This is an optimization exercise on Yosys and OpenROAD, whose aim is small area, not a production implementation. Only simulation tests tie the RTL to the original design; equivalence was not proved. Power figures rest on the tool's default switching activity, not on a simulated workload.

`flow/config.mk`:
```
export PLATFORM = sky130hd
export DESIGN_NAME = ir_pulse_encoder
export DESIGN_NICKNAME = ir_pulse_encoder
export VERILOG_FILES = /design/flow/design.v
export SDC_FILE = /design/flow/constraint.sdc
export NUM_CORES = 4
export LEC_CHECK = 0
export CAP_MARGIN = 20
export CORE_MARGIN = 2
export CORE_UTILIZATION = 40
export PLACE_DENSITY = 0.6
export SLEW_MARGIN = 20
```
`flow/constraint.sdc`:
```
create_clock -name core_clock -period 5.0 [get_ports {clk}]
set_input_delay 1.0000 -clock core_clock [delete_from_list [all_inputs] [get_ports {clk}]]
set_output_delay 1.0000 -clock core_clock [all_outputs]
set_load 0.01 [all_outputs]
```
`flow/design.v`:
```
module ir_pulse_encoder (
    input  wire        clk,
    input  wire        rst,           
    input  wire        cmd_valid,
    output wire        cmd_ready,
    input  wire [31:0] cmd_data,
    output wire        rsp_valid,
    output wire [2:0]  rsp_code,
    output wire        pay_req,
    output wire [15:0] pay_addr,
    input  wire        pay_ack,
    input  wire [7:0]  pay_data,
    output wire        drv_valid,
    output wire [31:0] drv_q0,
    output wire [31:0] drv_q1,
    output wire [31:0] drv_q2,
    input  wire        drv_done,
    input  wire        drv_fault
);
    localparam [4:0] S_W0    = 5'd6,
                     S_W1    = 5'd7,
                     S_W2    = 5'd8,
                     S_CHECK = 5'd9,
                     S_PRD   = 5'd10,
                     S_PACK  = 5'd11,
                     S_OK    = 5'd12,
                     S_FLT   = 5'd13,
                     S_RING  = 5'd16,
                     S_DRV   = 5'd24;
    reg [4:0]  s;
    reg [2:0]  c;                
    reg        illegal;
    reg        order;
    reg [7:0]  duty;
    reg [15:0] nbytes;
    reg [31:0] freq;
    reg [31:0] r0, r1, r2, r3, r4, r5;
    reg [15:0] rep;              
    reg [15:0] addr;             
    reg [2:0]  bcnt;             
    wire [2:0] idx      = s[2:0];
    wire       in_load  = (s[4:3] == 2'b00) && (idx <= 3'd5);
    wire       in_ring  = (s[4:3] == 2'b10);
    wire       in_drv   = (s[4:3] == 2'b11);
    wire       at_slot  = (c == idx);
    wire       is_mark  = ~idx[0] & ~idx[2];         
    assign cmd_ready = (s == S_W0) || (s == S_W1) || (s == S_W2) ||
                       (in_load && at_slot);
    wire take = cmd_valid && cmd_ready;
    wire bad_freq = (freq == 32'd0);
    wire bad_duty = (duty > 8'd100);
    wire refuse   = illegal | bad_freq | bad_duty;
    assign rsp_valid = ((s == S_CHECK) && refuse) || (s == S_OK) || (s == S_FLT);
    assign rsp_code  = (s == S_CHECK) ? (illegal  ? 3'd5 :
                                         bad_freq ? 3'd1 : 3'd2) :
                       (s == S_FLT)   ? 3'd4 : 3'd0;
    assign pay_req  = (s == S_PRD);
    assign pay_addr = addr;
    assign drv_valid = in_ring && at_slot && !(idx == 3'd2 && addr == nbytes);
    assign drv_q0    = {is_mark, 23'd0, duty & {8{is_mark}}};
    assign drv_q1    = r5;
    assign drv_q2    = freq & {32{is_mark}};
    wire [2:0] bpos    = order ? bcnt : ~bcnt;
    wire       pay_bit = pay_data[bpos];
    always @(posedge clk) begin
        r0 <= (in_load && at_slot && cmd_valid) ? cmd_data : r5;
        r1 <= r0;
        r2 <= r1;
        r3 <= r2;
        r4 <= r3;
        r5 <= r4;
    end
    always @(posedge clk) begin
        if (rst) begin
            s <= S_W0;
            c <= 3'd0;
        end else begin
            c <= (c == 3'd5) ? 3'd0 : c + 3'd1;
            case (s)
            S_W0: if (cmd_valid) begin
                illegal <= (cmd_data[31:24] != 8'h01) || (cmd_data[23:9] != 15'd0);
                order   <= cmd_data[8];
                duty    <= cmd_data[7:0];
                s       <= S_W1;
            end
            S_W1: if (cmd_valid) begin
                rep    <= cmd_data[31:16];
                nbytes <= cmd_data[15:0];
                s      <= S_W2;
            end
            S_W2: if (cmd_valid) begin
                freq <= cmd_data;
                s    <= 5'd0;
            end
            S_CHECK: begin
                addr <= 16'd0;
                bcnt <= 3'd0;
                s    <= refuse ? S_W0 : S_RING + 5'd0;
            end
            S_PRD: s <= S_PACK;
            S_PACK: if (pay_ack) s <= pay_bit ? S_RING + 5'd3 : S_RING + 5'd4;
            S_OK, S_FLT: s <= S_W0;
            default: begin
                if (in_load) begin
                    if (take) s <= (idx == 3'd5) ? S_CHECK : s + 5'd1;
                end else if (in_ring) begin
                    if (idx == 3'd2 && addr == nbytes) s <= S_RING + 5'd5;
                    else if (at_slot) s <= S_DRV + {2'b00, idx};
                end else if (in_drv) begin
                    if (drv_done) begin
                        if (drv_fault) s <= S_FLT;
                        else case (idx)
                        3'd0: s <= S_RING + 5'd1;
                        3'd1: s <= S_RING + 5'd2;
                        3'd2: s <= S_PRD;
                        3'd5: begin
                            if (rep == 16'd0) s <= S_OK;
                            else begin
                                rep  <= rep - 16'd1;
                                addr <= 16'd0;
                                bcnt <= 3'd0;
                                s    <= S_RING + 5'd0;
                            end
                        end
                        default: begin   
                            bcnt <= bcnt + 3'd1;
                            if (bcnt == 3'd7) addr <= addr + 16'd1;
                            s <= S_RING + 5'd2;
                        end
                        endcase
                    end
                end else begin
                    s <= S_W0;
                end
            end
            endcase
        end
    end
endmodule
```
`flow/run.sh`:
```
#!/bin/bash
# synth_recipe.tcl (not shown) runs the flow's synth.tcl, then flattens the netlist and writes it again
# the make line also repeats each setting of config.mk as NAME=value (left out here)
make -C /OpenROAD-flow-scripts/flow DESIGN_CONFIG=/design/flow/config.mk WORK_HOME=/design/flow/orfs CLKGATE_MAP_FILE= SYNTH_SCRIPT=/design/flow/synth_recipe.tcl finish
```
==> results of run 1 <==
==> power groups by stage <==
stage / combinational, mW / clock (mW) / sequential, mW
floorplan: 0.487 / 0 / 2.91
global placement: 0.841 / 0 / 2.95
detailed placement: 0.838 / 0 / 2.96
CTS: 0.842 / 2.15 / 2.91
global route: 0.913 / 2.25 / 2.94
finish: 0.838 / 2.09 / 2.91
==> cell type report <==
type | count | area [µm²]
multi-input cells | 405 | 2650
fillers | 2041 | 11200
repair buffers | 146 | 1460
clock buffers | 42 | 887
inverters | 10 | 37.5
clock inverters | 10 | 63.8
flip-flops and latches | 293 | 6800
well taps | 319 | 399
==> path summary, 6_finish.rpt <==
kind                 to  slack (ns)   from
max          drv_q2[15]        0.81   s[0]
min               r2[4]        0.32  r1[4]
max reg2reg    addr[14]        2.16   s[3]
min reg2reg       r2[4]        0.32  r1[4]
==> registers in the layout, summed over array words and instances, names as in the netlist <==
name / count
freq: 32
r0: 32
r1: 32
r2: 32
r3: 32
r4: 32
r5: 32
addr: 16
nbytes: 16
rep: 16
duty: 8
s: 5
bcnt: 3
c: 3
illegal: 1
order: 1
==> metrics by stage <==
step / cells / hold WS, ns / total power [mW] / setup WS, ns / area, µm²
5_1_grt: 1225 / 0.327 / 6.10 / 0.496 / 12300
2_1_floorplan: 754 / 0.310 / 3.40 / 0.209 / 9730
3_3_place_gp: 1172 / 0.310 / 3.79 / 1.50 / 11300
4_1_cts: 1224 / 0.324 / 5.90 / 0.914 / 12300
6_report: 1225 / 0.320 / 5.83 / 0.813 / 12300
3_5_place_dp: 1172 / 0.312 / 3.79 / 1.49 / 11300
==> logic make-up (layout without fill, tap and decap cells) <==
family          after synthesis  after routing  synth area share [%]
fa+ha+maj                     7              7                 0.908
mux                          37             37                  4.25
xor+xnor                     42             42                  3.81
simple gates                217            217                  12.1
flops                       293            293                  70.5
compound gates               79             79                  5.20
buf+inv                      56            208                  3.19
other cells                   1             23                0.0389
==> metal layers <==
layer  vias up  wire length, µm  share of wire [%]  GRT usage [%]
met2       194             9660                 46           26.4
met4         0              365                1.8           4.21
met5         -                0                  0              0
li1       2832                -                  -              -
met3        26             1320                6.3           3.28
met1      2742             9510                 46           22.4
==> cell usage after synthesis (all sizes together) (2+ instances only) <==
master	instances	area share [%]
nor4b	2	0.18
dfxtp	200	42
nand2b	8	0.52
nand3	15	0.83
or3	4	0.26
inv	10	0.39
and2	43	2.8
a21oi	25	1.3
clkbuf	16	0.62
o211ai	2	0.16
o311ai	4	0.44
mux2i	5	0.52
a31oi	3	0.19
a22oi	3	0.23
nor2	55	2.1
o22ai	2	0.13
o31ai	3	0.23
ha	7	0.91
nor3b	9	0.75
or2	2	0.13
edfxtp	93	29
a211oi	2	0.16
mux2	32	3.7
o21ai	21	1.1
buf	30	2.2
nand2	27	1.1
xnor2	29	2.6
a221oi	2	0.18
nand4	6	0.39
nor2b	2	0.13
and3	10	0.65
o21a	3	0.23
xor2	13	1.2
nor4	19	1.3
or4	2	0.19
nor3	10	0.57
==> worst max-delay path, stage by stage (launching register included) <==
cell,delay (ns)
dfxtp_1,0.66
or2_2,0.25
clkinv_1,0.75
and2_1,0.49
clkdlybuf4s50_1,0.51
==> flow_summary.yaml, run 1 <==
power_and_ir_drop:
  internal_power_mw: 4.41
  pwr_density_cell_nw_per_um2: 474
  ir_drop_mv: 0.280
  leakage_nw: 4.48
  swShare_pct: 24.4
  p_sw_mw: 1.42
  p_comb_share_pct: 14.4
  p_seq_share_pct: 49.8
  pwr-share-clk_pct: 35.8
worst_setup_path:
  cp_data_arrival_time_ns: 3.19
  r2r_cells: 4
  cp.required_ns: 4.00
  critPathLaunchType: "flop"
  crit_fanout: 42
  critPathKind: "flop to output pin"
  worstSetupEndpointType: "output pin"
sta:
  setup_tns_ns: 0
  worstMarginPinSlew_ns: 1.05
  slew_headroom_pct: 30.0
  setup_viol: 0
  post-route-period-util_pct: 83.7
  finalMaxSlewViolations: 0
  min_period_ns: 4.19
  hold_viol: 0
  finalClockSkew_ns: 0.00991
  fmax_mhz: 239
  rsz0062_at_grt: "no"
grt:
  grtUsageTotal_pct: 16.3
  grt_max_degree: 43
  grt_pass1_wl_um: 32500
  grt_overflow: 0
  grt_pass1_vias: 5637
  antenna_found_initial: 0
floorplanning:
  dieHeight_um: 159
  design.die.area_um2: 25400
  num_rows: 56
  initial_core_util_pct: 41.0
  die_w_um: 159
  io_pins: 165
  core_area_um2: 23500
finish:
  diodes: 0
  syn_to_final_growth_pct: 27.5
  final_cell_mix: "200 x dfxtp_1, 141 x clkdlybuf4s50_1, 93 x edfxtp_1"
  drive_above_1_share_pct: 10.8
  utilization_pct: 52.2
  final_common_cell: "dfxtp_1"
  nNetsFinal: 937
hold_path:
  whs_path_depth: 0
  holdCritPathClass: "flop to flop"
run:
  maxCapViolCount: 0
yosys:
  yosysWarnings: 1
  netlist_instances: 732
  synth.cell_area_um2: 9650
  synth_edf_count: 93
  postSynthAreaPerCell_um2: 13.2
  ys_seq_elements: 293
  ys.flop_type: "dfxtp_1"
  seq_area_frac_synth_pct: 70.5
  synth_cell_type_count: 58
  async_flop_share_pct: 0
placement:
  dp_hpwl_um: 14600
  port_buffers: 141
  gp_congestion: 0.888
clocking:
  path_clk_slew_ns: 0.07
  postCtsHoldBufs: 0
  cts_made_buffers: 28
  cts_post_setup_buffers_inserted: 0
  cts_tree: "done"
  clk_latency_ns: 0.53
  cts_max_level: 1
  cts_buffer_depth: 3
  cts_sinks: 293
  post_cts_resized: 0
  clockRootBuffer: "clkbuf_16"
routing:
  wl_per_cell_um: 17.0
  drt_iter0_drc: 395
  drt-total-wl_um: 20800
  avgViaCountPerCell: 4.73
  ant_nets: 0
  firstDrtPassIters: 5
  drc: 0
  num_vias: 5794
outcome:
  status: "complete, no violations"
==> run 2: changes to the inputs <==
--- a/flow/config.mk
+++ b/flow/config.mk
@@ -8,5 +8,6 @@
 export CAP_MARGIN = 20
 export CORE_MARGIN = 2
-export CORE_UTILIZATION = 40
-export PLACE_DENSITY = 0.6
+export CORE_UTILIZATION = 60
+export CTS_BUF_LIST = sky130_fd_sc_hd__clkbuf_2 sky130_fd_sc_hd__clkbuf_4 sky130_fd_sc_hd__clkbuf_8
+export PLACE_DENSITY = 0.8
 export SLEW_MARGIN = 20
==> flow_summary.yaml, run 2 <==
outcome:
  status: "complete, no violations"
grt:
  grt_pass1_vias: 6235
  grt_max_degree: 43
  antenna_found_initial: 0
  grtUsageTotal_pct: 26.9
  grt_overflow: 0
  grt_pass1_wl_um: 34600
worst_setup_path:
  crit_fanout: 5
  cp_data_arrival_time_ns: 3.15
  slowest_stage: "clkdlybuf4s50_1"
  rr_startpoint: "s[2]"
  cpPeakStageDelay_ns: 0.58
  crit_path_start: "freq[16]"
  cp.required_ns: 4.00
  cp_top_family: "compound AO/OA/AOI/OAI gates"
  worstSetupEndpointType: "output pin"
  path_cells: "nor4_1, nand4_1, o21bai_1, o21ai_0, a211oi_1, clkdlybuf4s50_1"
  critPathKind: "flop to output pin"
  critPathLaunchType: "flop"
  critPathBufInv: 1
finish:
  n_fill_cell: 948
  seq_area_um2: 6800
  drive_above_1_share_pct: 13.6
  diodes: 0
  final_cell_mix: "200 x dfxtp_1, 141 x clkdlybuf4s50_1, 93 x edfxtp_1"
  nNetsFinal: 952
  syn_to_final_growth_pct: 26.4
  final_common_cell: "dfxtp_1"
  multiInputGateArea_um2: 2650
clocking:
  cts_tree: "done"
  clockRootBuffer: "clkbuf_8"
  cts_buffer_depth: 3
  cts_sinks: 293
  cts_post_setup_buffers_inserted: 0
  clk_latency_ns: 0.55
  postCtsHoldBufs: 0
  cts_max_level: 2
  cts_made_buffers: 43
  path_clk_slew_ns: 0.08
  post_cts_resized: 0
routing:
  wl_per_cell_um: 20.1
  drc: 0
  drt-total-wl_um: 23100
  drt_iter0_drc: 530
  num_vias: 6226
  ant_nets: 0
  avgViaCountPerCell: 5.42
  firstDrtPassIters: 5
placement:
  dp_hpwl_um: 14900
  pre_cts_ws_ns: 1.39
  gp_congestion: 0.859
  port_buffers: 141
floorplanning:
  io_pins: 165
  initial_core_util_pct: 61.2
  num_rows: 46
  core_area_um2: 15800
  dieHeight_um: 131
  design.die.area_um2: 17100
  die_w_um: 131
sta:
  worstMarginPinSlew_ns: 1.07
  fin_ws_ns: 0.853
  slew_headroom_pct: 28.6
  hold_viol: 0
  rsz0062_at_grt: "no"
  hold_slack_ns: 0.324
  min_period_ns: 4.15
  finalClockSkew_ns: 0.0222
  setup_viol: 0
  post-route-period-util_pct: 82.9
  setup_tns_ns: 0
  fmax_mhz: 241
  finalMaxSlewViolations: 0
yosys:
  synth_edf_count: 93
  synth.top_cell.area_share_pct: 41.5
  async_flop_share_pct: 0
  netlist_instances: 732
  synth_top_area_cell: "dfxtp_1"
  synth_cell_type_count: 58
  yosysWarnings: 1
  ys.flop_type: "dfxtp_1"
  seq_area_frac_synth_pct: 70.5
  yosysMostFrequentCell: "dfxtp_1"
  synth.cell_area_um2: 9650
  synthTopCellsByCount: "200 x dfxtp_1, 93 x edfxtp_1, 55 x nor2_1"
  synth_area_leaders: "dfxtp_1 42%, edfxtp_1 29%, mux2_2 3.7%, and2_1 2.8%, xnor2_1 2.6%"
  ys_seq_elements: 293
  postSynthAreaPerCell_um2: 13.2
run:
  maxCapViolCount: 0
hold_path:
  min_from: "r2[4]"
  holdCritPathClass: "flop to flop"
power_and_ir_drop:
  pwr_density_cell_nw_per_um2: 487
  leakage_nw: 4.52
  ir_drop_mv: 0.400
run 2: cells by family (layout without fill, tap and decap cells):
kind of cell    count (synthesis)  in the layout  share of synthesized area (%)
mux                            37             37                           4.25
simple gates                  217            217                           12.1
fa+ha+maj                       7              7                          0.908
buf+inv                        56            234                           3.19
xor+xnor                       42             42                           3.81
compound gates                 79             79                           5.20
other cells                     1             23                         0.0389
flops                         293            293                           70.5
run 2: worst paths after layout:
check        cells after the start  slack, ns        end
max                              6       0.85  rsp_valid
min                              0       0.32      r3[4]
max reg2reg                      4       2.02  nbytes[4]
min reg2reg                      0       0.32      r3[4]
run 2: metal layers:
layer / share of wire (%) / GRT usage (%)
met2: 47 / 43.6
met4: 3.3 / 10.5
met5: 0 / 0
met3: 6.5 / 6.64
met1: 43 / 35.3
run 2: worst register-to-register path: stages (launching register included):
cell     delay (ns)
dfxtp_1        0.63
nand2_1        0.27
nor2_1         0.20
nand2_1        0.63
nor2_2         0.87
run 2: through the flow:
stage / total power, mW / cells / instance area [µm²] / util, %
6_report: 5.94 / 1148 / 12200 / 77.3
3_3_place_gp: 3.78 / 1069 / 11200 / 71.0
5_1_grt: 6.16 / 1148 / 12200 / 77.3
3_5_place_dp: 3.81 / 1069 / 11200 / 71.0
2_1_floorplan: 3.40 / 754 / 9730 / -
4_1_cts: 5.97 / 1147 / 12200 / 77.2
run 2: area by class of cell:
type                            instances  area share (%)
Inverter                               10           0.308
Timing Repair Buffer                  146            12.0
Multi-Input combinational cell        405            21.8
Clock inverter                         12            1.44
Clock buffer                           66            6.58
Sequential cell                       293            55.7
Tap cell                              216            2.22
run 2: power breakdown:
group | internal, mW | switching, mW | leakage [nW]
sequential | 2.77 | 0.157 | 2.45
combinational | 0.410 | 0.464 | 1.55
clock | 1.24 | 0.895 | 0.510
total | 4.42 | 1.52 | 4.52

## port drivers added, routing unchanged
In the flow no input, the clock included, has a driving cell. The finished layouts below were timed again as built, in two steps.
Step 1 sets driving cells, clkbuf_16 on the clock port and buf_2 on the other inputs (assumed; they add their load-dependent delay and slew).
Step 2 times the ports against the registers' clock, not the clock port: input delays grow and output delays shrink by t, the midpoint of the rising clock arrivals with the driver on.
Slacks: ideal ports / drivers / drivers and shift; pairs: ideal ports / drivers.
run | shift t [ns] | setup WS [ns] | worst data-port slew with drivers (ns)
run 1 | 0.567 | 0.813 / 0.769 / 1.335 | 0.06
run 2 | 0.582 | 0.853 / 0.814 / 1.396 | 0.06
After both steps every run listed still meets setup and hold.
